Source: an optimization exercise on an open RTL-to-GDS flow (aim: small area, a short achievable clock period and few clock cycles per item). Production flows keep margins and buffers that such runs may drop.
Function was checked by simulation only, so behaviour that the tests miss may differ from the original.

===== design/flow/run.sh =====
#!/bin/bash
# synth_recipe.tcl (not shown) runs the flow's synth.tcl, then flattens the netlist and writes it again
# the make line also repeats each setting of config.mk as NAME=value (left out here)
make -C /OpenROAD-flow-scripts/flow DESIGN_CONFIG=/design/flow/config.mk WORK_HOME=/design/flow/orfs CLKGATE_MAP_FILE= SYNTH_SCRIPT=/design/flow/synth_recipe.tcl finish

===== design/flow/config.mk =====
export PLATFORM = sky130hd
export DESIGN_NAME = luxconv
export DESIGN_NICKNAME = luxconv
export VERILOG_FILES = /design/flow/design.v
export SDC_FILE = /design/flow/constraint.sdc
export NUM_CORES = 4
export LEC_CHECK = 0
export CAP_MARGIN = 20
export CORE_MARGIN = 2
export CORE_UTILIZATION = 35
export SETUP_SLACK_MARGIN = 5
export SLEW_MARGIN = 20

===== design/flow/constraint.sdc =====
create_clock -name core_clock -period 12.0 [get_ports {clk}]
set_input_delay 2.4000 -clock core_clock [delete_from_list [all_inputs] [get_ports {clk}]]
set_output_delay 2.4000 -clock core_clock [all_outputs]
set_load 0.01 [all_outputs]

===== design/flow/design.v =====
module luxconv_rom (
    input  wire [7:0]  cy,
    input  wire [1:0]  gain,
    output wire [23:0] sc0,
    output wire [23:0] sc1
);
    reg [2:0] k;
    always @(*) begin
        casez (cy)
            8'b???????1: k = 3'd0;
            8'b??????10: k = 3'd1;
            8'b?????100: k = 3'd2;
            8'b????1000: k = 3'd3;
            8'b???10000: k = 3'd4;
            8'b??100000: k = 3'd5;
            8'b?1000000: k = 3'd6;
            default:     k = 3'd7;
        endcase
    end
    wire [7:0] m = cy >> k;
    wire [6:0] mi = m[7:1];
    wire [23:0] t_s;
    wire [16:0] t_s107;
    wire [16:0] t_s115;
    localparam [127:0] C_T_S_0 = 128'h54643875cc6e4be412a35654f923d8b6;
    assign t_s[0] = C_T_S_0[mi];
    localparam [127:0] C_T_S_1 = 128'h23848035470cd1bc5930aa1a3e036258;
    assign t_s[1] = C_T_S_1[mi];
    localparam [127:0] C_T_S_2 = 128'h8dd9801bf10d025d96b25c63ce6919f2;
    assign t_s[2] = C_T_S_2[mi];
    localparam [127:0] C_T_S_3 = 128'h12721993bb0c8f1671492ee66d394aa4;
    assign t_s[3] = C_T_S_3[mi];
    localparam [127:0] C_T_S_4 = 128'ha1745a54e43f62e7d6fbbe865d79c7ee;
    assign t_s[4] = C_T_S_4[mi];
    localparam [127:0] C_T_S_5 = 128'h3f27cc3842123acb0a065e2bb3c8c540;
    assign t_s[5] = C_T_S_5[mi];
    localparam [127:0] C_T_S_6 = 128'h6a47c55fd40bed848f98eb038e4868f2;
    assign t_s[6] = C_T_S_6[mi];
    localparam [127:0] C_T_S_7 = 128'he6d2966032ac1afd045b95891e42119c;
    assign t_s[7] = C_T_S_7[mi];
    localparam [127:0] C_T_S_8 = 128'h4b64e7800e65530357cc5dbec1683896;
    assign t_s[8] = C_T_S_8[mi];
    localparam [127:0] C_T_S_9 = 128'h26d252aaab499c00cd6fc991268afa40;
    assign t_s[9] = C_T_S_9[mi];
    localparam [127:0] C_T_S_10 = 128'he1ce31999924b555698fc4df43918daa;
    assign t_s[10] = C_T_S_10[mi];
    localparam [127:0] C_T_S_11 = 128'h1fc1f07878e38cccdb5a96e0d45b7e84;
    assign t_s[11] = C_T_S_11[mi];
    localparam [127:0] C_T_S_12 = 128'hffc00ff807e07c3c38c64daa983361b6;
    assign t_s[12] = C_T_S_12[mi];
    localparam [127:0] C_T_S_13 = 128'h003ffff8001ffc03f83e3c664aa33978;
    assign t_s[13] = C_T_S_13[mi];
    localparam [127:0] C_T_S_14 = 128'h00000007fffffc0007fe03e1c669baf2;
    assign t_s[14] = C_T_S_14[mi];
    localparam [127:0] C_T_S_15 = 128'hfffffffffffffc000001ffe03e189384;
    assign t_s[15] = C_T_S_15[mi];
    localparam [127:0] C_T_S_16 = 128'h00000000000003ffffffffe001f876ee;
    assign t_s[16] = C_T_S_16[mi];
    localparam [127:0] C_T_S_17 = 128'h00000000000000000000001ffff80e40;
    assign t_s[17] = C_T_S_17[mi];
    localparam [127:0] C_T_S_18 = 128'h0000000000000000000000000007fe2d;
    assign t_s[18] = C_T_S_18[mi];
    localparam [127:0] C_T_S_19 = 128'h000000000000000000000000000001e4;
    assign t_s[19] = C_T_S_19[mi];
    localparam [127:0] C_T_S_20 = 128'h0000000000000000000000000000001f;
    assign t_s[20] = C_T_S_20[mi];
    localparam [127:0] C_T_S_21 = 128'h00000000000000000000000000000002;
    assign t_s[21] = C_T_S_21[mi];
    localparam [127:0] C_T_S_22 = 128'h00000000000000000000000000000000;
    assign t_s[22] = C_T_S_22[mi];
    localparam [127:0] C_T_S_23 = 128'h00000000000000000000000000000001;
    assign t_s[23] = C_T_S_23[mi];
    localparam [127:0] C_T_S107_0 = 128'ha6b63f8958c5419ed87609d40306789f;
    assign t_s107[0] = C_T_S107_0[mi];
    localparam [127:0] C_T_S107_1 = 128'hc8c7c078ca69804b0573d581d4510293;
    assign t_s107[1] = C_T_S107_1[mi];
    localparam [127:0] C_T_S107_2 = 128'h5a52aaad6c8e003956716308d46aed5b;
    assign t_s107[2] = C_T_S107_2[mi];
    localparam [127:0] C_T_S107_3 = 128'h39ce6664da5aaaad9870d5fac5e3b4c0;
    assign t_s107[3] = C_T_S107_3[mi];
    localparam [127:0] C_T_S107_4 = 128'h07c1e1e3c639999b4ada99f99b6f65fd;
    assign t_s107[4] = C_T_S107_4[mi];
    localparam [127:0] C_T_S107_5 = 128'hffc01fe03e07878739c9b4ad1f31da60;
    assign t_s107[5] = C_T_S107_5[mi];
    localparam [127:0] C_T_S107_6 = 128'hffc0001ffe007f80f838739b4a408d14;
    assign t_s107[6] = C_T_S107_6[mi];
    localparam [127:0] C_T_S107_7 = 128'h003ffffffe00007ff807f078c6d5078c;
    assign t_s107[7] = C_T_S107_7[mi];
    localparam [127:0] C_T_S107_8 = 128'hfffffffffe00000007fff007c1cca8d0;
    assign t_s107[8] = C_T_S107_8[mi];
    localparam [127:0] C_T_S107_9 = 128'h0000000001fffffffffff0003fc39adf;
    assign t_s107[9] = C_T_S107_9[mi];
    localparam [127:0] C_T_S107_10 = 128'h000000000000000000000fffffc07996;
    assign t_s107[10] = C_T_S107_10[mi];
    localparam [127:0] C_T_S107_11 = 128'h000000000000000000000000003ff840;
    assign t_s107[11] = C_T_S107_11[mi];
    localparam [127:0] C_T_S107_12 = 128'h000000000000000000000000000007ca;
    assign t_s107[12] = C_T_S107_12[mi];
    localparam [127:0] C_T_S107_13 = 128'h0000000000000000000000000000003b;
    assign t_s107[13] = C_T_S107_13[mi];
    localparam [127:0] C_T_S107_14 = 128'h00000000000000000000000000000007;
    assign t_s107[14] = C_T_S107_14[mi];
    localparam [127:0] C_T_S107_15 = 128'h00000000000000000000000000000000;
    assign t_s107[15] = C_T_S107_15[mi];
    localparam [127:0] C_T_S107_16 = 128'h00000000000000000000000000000001;
    assign t_s107[16] = C_T_S107_16[mi];
    localparam [127:0] C_T_S115_0 = 128'h4b5a67f9b6ff539332d799d93f373b73;
    assign t_s115[0] = C_T_S115_0[mi];
    localparam [127:0] C_T_S115_1 = 128'h926387f872559c76419ef0ded4cd2af0;
    assign t_s115[1] = C_T_S115_1[mi];
    localparam [127:0] C_T_S115_2 = 128'h492952ad5b661ff12ae1a0647e0452c5;
    assign t_s115[2] = C_T_S115_2[mi];
    localparam [127:0] C_T_S115_3 = 128'hc718ce64c92d4aa5b3006a8289335010;
    assign t_s115[3] = C_T_S115_3[mi];
    localparam [127:0] C_T_S115_4 = 128'h3f07c1e3c71cc66c96aab301af496efb;
    assign t_s115[4] = C_T_S115_4[mi];
    localparam [127:0] C_T_S115_5 = 128'h00ffc01fc0fc3e1c719996aacf2fb5a5;
    assign t_s115[5] = C_T_S115_5[mi];
    localparam [127:0] C_T_S115_6 = 128'hffffc0003ffc01fc0f878e665a4f4be7;
    assign t_s115[6] = C_T_S115_6[mi];
    localparam [127:0] C_T_S115_7 = 128'h00003ffffffc0003ff807e1e392584b6;
    assign t_s115[7] = C_T_S115_7[mi];
    localparam [127:0] C_T_S115_8 = 128'hfffffffffffc0000007ffe01f8e357ef;
    assign t_s115[8] = C_T_S115_8[mi];
    localparam [127:0] C_T_S115_9 = 128'h000000000003fffffffffe0007e0cd08;
    assign t_s115[9] = C_T_S115_9[mi];
    localparam [127:0] C_T_S115_10 = 128'h0000000000000000000001ffffe03cba;
    assign t_s115[10] = C_T_S115_10[mi];
    localparam [127:0] C_T_S115_11 = 128'h000000000000000000000000001ffc6b;
    assign t_s115[11] = C_T_S115_11[mi];
    localparam [127:0] C_T_S115_12 = 128'h000000000000000000000000000003e0;
    assign t_s115[12] = C_T_S115_12[mi];
    localparam [127:0] C_T_S115_13 = 128'h0000000000000000000000000000001a;
    assign t_s115[13] = C_T_S115_13[mi];
    localparam [127:0] C_T_S115_14 = 128'h00000000000000000000000000000007;
    assign t_s115[14] = C_T_S115_14[mi];
    localparam [127:0] C_T_S115_15 = 128'h00000000000000000000000000000000;
    assign t_s115[15] = C_T_S115_15[mi];
    localparam [127:0] C_T_S115_16 = 128'h00000000000000000000000000000001;
    assign t_s115[16] = C_T_S115_16[mi];
    wire [3:0]  sh = {1'b0, k} + ((gain == 2'd1) ? 4'd3 : (gain == 2'd2) ? 4'd4 : 4'd0);
    wire [23:0] v0 = (gain == 2'd3) ? {7'd0, t_s107} : t_s;
    wire [23:0] v1 = (gain == 2'd3) ? {7'd0, t_s115} : t_s;
    assign sc0 = v0 >> sh;
    assign sc1 = v1 >> sh;
endmodule
module luxconv (
    input  wire        clk,
    input  wire        rst,
    input  wire        req_valid,
    input  wire [1:0]  req_gain,
    input  wire [7:0]  req_cycles,
    input  wire [15:0] req_ch1,
    input  wire [15:0] req_ch0,
    output wire        req_ready,
    output wire        rsp_valid,
    output reg  [3:0]  rsp_status,
    output wire [23:0] rsp_lux,
    output reg  [2:0]  obs_band,
    output wire [32:0] obs_ratio,
    output wire [23:0] obs_chn0,
    output wire [23:0] obs_chn1,
    output wire [23:0] obs_scale0,
    output wire [23:0] obs_scale1,
    output reg  [1:0]  phase
);
    localparam PH_IDLE = 2'd0, PH_BUSY = 2'd1, PH_DONE = 2'd2;
    localparam [3:0] ST_VALID  = 4'b0001,
                     ST_DEGEN  = 4'b0011,
                     ST_NEG    = 4'b0101,
                     ST_CFGERR = 4'b1001;
    localparam [15:0] B1 = 16'd8520,  M1 = 16'd15729;
    localparam [15:0] B2 = 16'd10807, M2 = 16'd23344;
    localparam [15:0] B3 = 16'd6383,  M3 = 16'd11705;
    localparam [15:0] B4 = 16'd4063,  M4 = 16'd6554;
    localparam [2:0] S_MUL0  = 3'd0,
                     S_MUL1  = 3'd1,
                     S_DIV   = 3'd2,
                     S_LUX1  = 3'd3,
                     S_LUX2  = 3'd4;
    reg  [2:0]  step;
    reg  [15:0] ch1;
    reg  [23:0] chn0, chn1;
    reg  [23:0] rem;
    reg  [25:0] d3;          
    reg  [23:0] dvs;         
    reg  [35:0] quo;
    reg  [38:0] prod_m;
    reg         dinit;       
    reg         dlong;       
    reg         dwide;       
    reg  [3:0]  dcnt;        
    reg         lux_done;    
    reg         lux_try;     
    reg         op_lux1, op_lux2;
    reg  [23:0] ma;
    reg  [8:0]  bd_one, bd_two, bd_neg;
    assign req_ready = (phase != PH_BUSY);
    assign rsp_valid = (phase == PH_DONE);
    reg  [23:0] scale0, scale1, lux;
    wire        cfgerr = rsp_status[3];
    assign obs_chn0   = cfgerr ? 24'd0 : chn0;
    assign obs_chn1   = cfgerr ? 24'd0 : chn1;
    assign obs_scale0 = cfgerr ? 24'd0 : scale0;
    assign obs_scale1 = cfgerr ? 24'd0 : scale1;
    assign rsp_lux    = (rsp_status == ST_VALID) ? lux : 24'd0;
    assign obs_ratio = quo[33:1] + {32'd0, quo[0]};
    wire issue = req_valid && req_ready;
    wire [23:0] sc0, sc1;
    luxconv_rom u_rom (.cy(req_cycles), .gain(req_gain), .sc0(sc0), .sc1(sc1));
    function [2:0] band_of;
        input [35:0] q;
        begin
            if (q <= 36'd308)      band_of = 3'd1;
            else if (q <= 36'd390) band_of = 3'd2;
            else if (q <= 36'd460) band_of = 3'd3;
            else if (q <= 36'd552) band_of = 3'd4;
            else                   band_of = 3'd5;
        end
    endfunction
    function [15:0] coef_m_of;
        input [2:0] band;
        begin
            case (band)
                3'd1:    coef_m_of = M1;
                3'd2:    coef_m_of = M2;
                3'd3:    coef_m_of = M3;
                3'd4:    coef_m_of = M4;
                default: coef_m_of = 16'd0;
            endcase
        end
    endfunction
    function [15:0] coef_b_of;
        input [2:0] band;
        begin
            case (band)
                3'd1:    coef_b_of = B1;
                3'd2:    coef_b_of = B2;
                3'd3:    coef_b_of = B3;
                3'd4:    coef_b_of = B4;
                default: coef_b_of = 16'd0;
            endcase
        end
    endfunction
    function [26:0] booth_enc;
        input [15:0] b;
        reg   [18:0] bx;
        reg   [2:0]  t;
        integer j;
        begin
            bx = {2'b00, b, 1'b0};
            for (j = 0; j < 9; j = j + 1) begin
                t = bx[2*j +: 3];
                booth_enc[j]      = t[0] ^ t[1];
                booth_enc[9 + j]  = (t == 3'b011) || (t == 3'b100);
                booth_enc[18 + j] = t[2] && !(t[1] && t[0]);
            end
        end
    endfunction
    localparam [41:0] BOOTH_K = 42'h3FFFFFFFFFF - 42'h2AAAA000000 + 42'd1;
    reg  [41:0] acc, negs;
    reg  [25:0] b_mag, b_w;
    integer i;
    always @(*) begin
        acc  = (op_lux2 ? (BOOTH_K + 42'd32769) : BOOTH_K)
             + ({42{op_lux2}} & ~{3'd0, prod_m});
        negs = 42'd0;
        for (i = 0; i < 9; i = i + 1) begin
            b_mag = bd_one[i] ? {2'b00, ma} : (bd_two[i] ? {1'b0, ma, 1'b0} : 26'd0);
            b_w   = b_mag ^ {26{bd_neg[i]}};
            acc   = acc + ({16'd0, ~bd_neg[i], b_w[24:0]} << (2*i));
            negs[2*i] = bd_neg[i];
        end
        acc = acc + negs;
    end
    wire fits12 = (chn1[23:2]  < chn0);
    wire fits24 = (chn1[23:14] < chn0);
    wire [23:0] chn1_new = acc[39:16];
    wire [23:0] r_in = rem;
    wire [35:0] q_in = quo;
    reg [23:0] r_st [0:2];
    reg [35:0] q_st [0:2];
    reg [25:0] r_sh;
    reg [26:0] t1, t2, t3;
    integer k;
    always @(*) begin
        r_st[0] = r_in;
        q_st[0] = q_in;
        for (k = 0; k < 2; k = k + 1) begin
            r_sh = {r_st[k], q_st[k][35:34]};
            t1 = {1'b0, r_sh} - {3'b000, dvs};
            t2 = {1'b0, r_sh} - {2'b00, dvs, 1'b0};
            t3 = {1'b0, r_sh} - {1'b0, d3};
            if (!t3[26]) begin
                r_st[k+1] = t3[23:0]; q_st[k+1] = {q_st[k][33:0], 2'b11};
            end else if (!t2[26]) begin
                r_st[k+1] = t2[23:0]; q_st[k+1] = {q_st[k][33:0], 2'b10};
            end else if (!t1[26]) begin
                r_st[k+1] = t1[23:0]; q_st[k+1] = {q_st[k][33:0], 2'b01};
            end else begin
                r_st[k+1] = r_sh[23:0]; q_st[k+1] = {q_st[k][33:0], 2'b00};
            end
        end
    end
    wire [3:0] dleft = dinit ? (!dlong ? 4'd2 : (dwide ? 4'd8 : 4'd5))
                             : (dcnt - 4'd1);
    wire cert_b1 = ({chn1, 2'd0} < {2'd0, chn0});
    wire lt512   = ({chn1, 1'd0} < {1'd0, chn0});
    wire cert_b5 = ({chn1, 2'd0} >= d3);
    wire [2:0] band_first = cert_b1 ? 3'd1 : (cert_b5 || !lt512) ? 3'd5 : 3'd2;
    wire [29:0] qw = q_st[1][29:0];
    wire try_ok = (band_of({qw, 6'd0}) == obs_band) && (band_of({qw, 6'd63}) == obs_band);
    wire [2:0] band_guess = band_of({qw, 6'd32});
    wire [2:0] band_fin   = band_of(quo);
    wire       try_fail   = op_lux1 && lux_try && !try_ok;
    wire       at_first = (step == S_DIV) && dinit && !dlong;
    wire [2:0] band_next = at_first ? band_first
                         : (step == S_DIV) ? band_guess : band_fin;
    always @(posedge clk) begin
        if (issue) begin
            ma <= sc0;
            {bd_neg, bd_two, bd_one} <= booth_enc(req_ch0);
        end else if (step == S_MUL0) begin
            ma <= scale1;
            {bd_neg, bd_two, bd_one} <= booth_enc(ch1);
        end else if (op_lux1 && !try_fail) begin
            ma <= chn0;
            {bd_neg, bd_two, bd_one} <= booth_enc(coef_b_of(obs_band));
        end else begin
            ma <= chn1;
            {bd_neg, bd_two, bd_one} <= booth_enc(coef_m_of(band_next));
        end
    end
    wire restart = (step == S_DIV) && dinit && !dlong && !fits12;
    always @(posedge clk) begin
        prod_m <= acc[38:0];
        dvs    <= chn0;
        d3     <= {2'd0, chn0} + {1'd0, chn0, 1'd0};
        if (step == S_MUL1)
            rem <= {2'd0, chn1_new[23:2]};
        else if (restart)
            rem <= fits24 ? {14'd0, chn1[23:14]} : 24'd0;
        else
            rem <= r_st[2];
    end
    always @(posedge clk) begin
        if (rst) begin
            phase <= PH_IDLE;
        end else if (issue) begin
            ch1        <= req_ch1;
            scale0     <= sc0;
            scale1     <= sc1;
            quo        <= 36'd0;
            obs_band   <= 3'd0;
            step       <= S_MUL0;
            op_lux1    <= 1'b0;
            op_lux2    <= 1'b0;
            lux_done   <= 1'b0;
            if (req_cycles == 8'd0) begin
                phase      <= PH_DONE;
                rsp_status <= ST_CFGERR;
            end else begin
                phase      <= PH_BUSY;
                rsp_status <= 4'd0;
            end
        end else if (phase == PH_BUSY) begin
            if (op_lux2) begin
                rsp_status <= acc[41] ? ST_NEG : ST_VALID;
                lux        <= acc[39:16];
            end
            op_lux1 <= 1'b0;
            op_lux2 <= op_lux1;
            case (step)
                S_MUL0: begin
                    chn0 <= acc[39:16];
                    step <= S_MUL1;
                end
                S_MUL1: begin
                    chn1  <= chn1_new;
                    quo   <= (chn0 == 24'd0) ? 36'd0 : {chn1_new[1:0], 34'd0};
                    dinit <= 1'b1;
                    dlong <= 1'b0;
                    step  <= S_DIV;
                    if (chn0 == 24'd0) begin
                        phase      <= PH_DONE;
                        rsp_status <= ST_DEGEN;
                    end
                end
                S_DIV: begin
                    if (op_lux2)
                        lux_done <= 1'b1;
                    if (at_first) begin
                        op_lux1  <= 1'b1;
                        obs_band <= band_next;
                        lux_try  <= !(cert_b1 || cert_b5);
                    end
                    if (try_fail) begin
                        op_lux1  <= 1'b1;
                        op_lux2  <= 1'b0;
                        lux_try  <= 1'b0;
                        obs_band <= band_next;
                    end
                    if (restart) begin
                        dlong <= 1'b1;
                        dwide <= !fits24;
                        quo   <= fits24 ? {chn1[13:0], 22'd0} : {2'd0, chn1, 10'd0};
                    end else begin
                        dinit <= 1'b0;
                        quo   <= q_st[2];
                        dcnt  <= dleft;
                        if (dleft == 4'd0) begin
                            if (lux_done || op_lux2)
                                phase <= PH_DONE;
                            else
                                step  <= S_LUX2;
                        end
                    end
                end
                S_LUX1: begin
                    step <= S_LUX2;
                end
                default: begin
                    if (band_fin == obs_band) begin
                        phase <= PH_DONE;
                    end else begin
                        obs_band <= band_fin;
                        step     <= S_LUX1;
                        op_lux1  <= 1'b1;
                    end
                end
            endcase
        end
    end
endmodule

==> flow_summary.json <==
{
  "cap_violations": 0,
  "grt_pass1_vias": 45900,
  "timing.final.crit_share_pct": 58.8,
  "syn_area_sq_mm": 0.0460,
  "min_path_cells": 2,
  "register_area_sq_mm": 0.00882,
  "synthFlopType": "edfxtp_1",
  "period_minus_slack_ns": 7.05,
  "crit_fanout": 13,
  "clockBufferDepth": 3,
  "place_hpwl_microns": 186000,
  "postRouteAntennaNets": 0,
  "reg2reg_depth": 23,
  "syn-instance-count": 5552,
  "hp-start": "phase[1]",
  "cp-end-kind": "flop",
  "maxSlewViolCount": 0,
  "pin_count": 209,
  "rrSetupSlack_ns": 5.02,
  "mostFrequentLayoutCells": "454 x ha_1, 402 x nand2_1, 380 x inv_1",
  "avgSynthCellArea_sq_um": 8.29,
  "max-slew-margin-rel_pct": 17.4,
  "post_dp_cell_area_sq_mm": 0.0505,
  "hold_end": "phase[1]",
  "yosys.area.top_type_share_pct": 12.9,
  "die_w_microns": 367,
  "utilization_pct": 41.5,
  "globalRouteTotalUtil_pct": 35.4,
  "clock-sinks": 346,
  "synthMuxAreaShare_pct": 3.02,
  "clkTransAtPathRegs_ns": 0.06,
  "nNetsFinal": 6474,
  "synth-edff-count": 183,
  "path_class": "primary input to flop",
  "syn_nets": 6275,
  "num-fill-cells": 13200,
  "wirelength_microns": 249000,
  "wire_per_inst_microns": 33.0,
  "async_reset_ff_share_pct": 0,
  "cts_tree": "built",
  "yosysSeqAreaShare_pct": 19.0,
  "synthXorXnorAreaFrac_pct": 7.65,
  "tightest_slew_ns": 1.24,
  "grt_max_degree": 81,
  "synth-warning-count": 4,
  "synthAdderAreaFrac_pct": 21.8,
  "synthToLayoutAreaGrowth_pct": 18.0,
  "hold_viol": 0,
  "final_area_sq_mm": 0.0543,
  "clock_latency_ns": 0.61,
  "firstDrtPassIters": 6,
  "cp.required_ns": 12.33,
  "synth_compound_area_share_pct": 26.2,
  "htree_num_levels": 2,
  "drc": 0,
  "tns_ns": 0,
  "via_count": 47400,
  "worstSetupStartpointType": "primary input",
  "fin_worst_skew_ns": 0.0469,
  "timing.rr.start": "ma[12]",
  "cts_root_buf": "clkbuf_16",
  "r2r_end": "rem[16]",
  "clock.fmax_mhz": 142,
  "finalSetupViolCount": 0,
  "arrival_ns": 7.38,
  "synth_seq_cells": 346,
  "synth-simple-area-share_pct": 15.5,
  "overflow": 0,
  "numCtsBuffers": 39,
  "yosysUniqueCellTypes": 116,
  "mostFrequentLayoutCell": "ha_1",
  "dieArea_sq_mm": 0.134,
  "hp-class": "flop to flop",
  "multi_input_area_sq_mm": 0.0354,
  "place.port_buffers": 208,
  "core-area_sq_mm": 0.131,
  "die_h_microns": 367,
  "yosysTopAreaCell": "ha_1",
  "antenna_found_initial": 18,
  "synth_top_family_by_area": "compound AO/OA/AOI/OAI gates",
  "place_congestion": 1.09,
  "first_iter_violations": 5517,
  "drive_above_1_share_pct": 12.7,
  "synth_area_leaders": "ha_1 13%, edfxtp_1 12%, fa_1 8.9%, dfxtp_1 7.1%, xnor2_1 5.7%",
  "routed_via_density": 6.29,
  "ctsHoldBuffers": 0,
  "start_util_pct": 35.2,
  "grt_setup_unrepaired": "yes",
  "grt_pass1_wl_microns": 346000,
  "outcome": "timing/DRC/antenna clean",
  "rows": 133
}
==> layout make-up <==
cell class / count / share of cell area (%)
clock inverters: 23 / 0.444
flip-flops and latches: 346 / 16.2
inverters: 396 / 2.79
repair buffers: 535 / 9.34
multi-input cells: 4433 / 65.2
well taps: 1755 / 4.04
diodes: 5 / 0.0230
clock buffers: 48 / 1.93
==> cell usage after synthesis, types with 22 or more instances <==
library cell,n
ha_1,473
nand2_1,408
inv_1,388
nor2_1,353
a21oi_1,347
o21ai_0,346
xnor2_1,297
clkbuf_1,257
fa_1,205
edfxtp_1,183
a22oi_1,167
dfxtp_1,163
a21o_1,148
nand3_1,117
nor2b_1,115
nor3_1,105
xor2_1,105
mux2i_1,94
a211oi_1,87
o211ai_1,72
a31oi_1,67
and2_1,64
buf_2,55
nand2b_1,53
and3_1,52
o21a_1,49
o22ai_1,44
or3_1,39
a221oi_1,34
nand4_1,34
nor4_1,32
buf_1,30
o221ai_1,30
a211o_1,28
buf_4,28
o31ai_1,27
o311ai_0,22
or2_2,22
==> worst max-delay path: stages <==
cell	delay [ns]
clkdlybuf4s15_2	0.42
nand2b_1	0.16
a21oi_1	0.24
o211ai_1	0.15
o211ai_1	0.13
buf_4	0.16
nand2_4	0.14
ha_4	0.42
inv_1	0.09
buf_4	0.22
nor2_1	0.53
buf_4	0.29
nor3_1	0.07
nor3_1	0.49
a31oi_1	0.27
nand4b_1	0.30
mux4_2	0.52
a21oi_2	0.22
o221ai_1	0.13
==> worst max path at each step <==
stage	start	to	cells past startpoint
6_report	req_cycles[6]	scale0[0]	19
3_3_place_gp	req_cycles[2]	ma[3]	16
4_1_cts	req_cycles[1]	scale0[0]	19
2_1_floorplan	req_cycles[4]	scale1[7]	23
5_1_grt	ma[12]	rem[18]	23
3_5_place_dp	req_cycles[2]	ma[3]	16
==> what timing repair did <==
item / in CTS / in global routing
endpoints found under the setup margin: 149 / 112
pin swaps: 25 / 69
cloned: 4 / 9
setup buffers: 61 / 43
gates resized for setup: 219 / 134
==> sequential cells by signal, indices dropped and copies added, names as in the netlist, 2 cells and up <==
signal      cells
ch1            16
obs_band        3
dcnt            4
chn1           24
prod_m         39
ma             24
bd_neg          8
scale0         15
d3             25
bd_one          9
chn0           24
rem            24
phase           2
rsp_status      4
dvs            24
quo            36
scale1         23
step            3
bd_two          8
lux            24
==> layer usage <==
| layer | routed length (microns) | vias to the layer above | global-route usage (%) |
|---|---|---|---|
| met2 | 110000 | 2654 | 55.8 |
| met3 | 21100 | 689 | 5.71 |
| met5 | 79 | - | 0 |
| met4 | 19800 | 12 | 22.9 |
| li1 | - | 20600 | - |
| met1 | 97600 | 23500 | 44.7 |
==> logic make-up after synthesis <==
kind of cell,after synthesis
compound gates,1764
simple gates,1463
buf+inv,775
fa+ha+maj,679
xor+xnor,402
flops,346
mux,123
==> per-stage QoR <==
stage,instances,hold WS [ns],worst slack (ns)
finish,7541,0.503,4.95
floorplan,5552,0.421,5.05
global placement,7346,0.485,2.64
global route,7536,0.533,4.86
detailed placement,7347,0.498,2.59
CTS,7483,0.506,5.01
Testbench counts, summed over its fixed seeds: cycles 9,608, items 1,600.

static timing again, ports no longer ideal:
In the flow no input, the clock included, has a driving cell. The finished layout below was timed again as built, in two steps. Step 1 sets driving cells, clkbuf_16 on the clock port and buf_2 on the other inputs (assumed; they add their load-dependent delay and slew). Step 2 times the ports against the registers' clock, not the clock port: input delays grow and output delays shrink by t, the midpoint of the rising clock arrivals with the driver on. a / b / c = ideal / step 1 / step 2; a / b = the first two.
t, ns: 0.659
setup slack, ns: 4.950 / 5.002 / 4.343
worst data-port slew with drivers (ns): 0.16
pins driven straight from the clock port: 1
After both steps this run still meets setup and hold. The setup slack of this run moves by +0.052 ns with the drivers and by -0.607 ns with both steps.
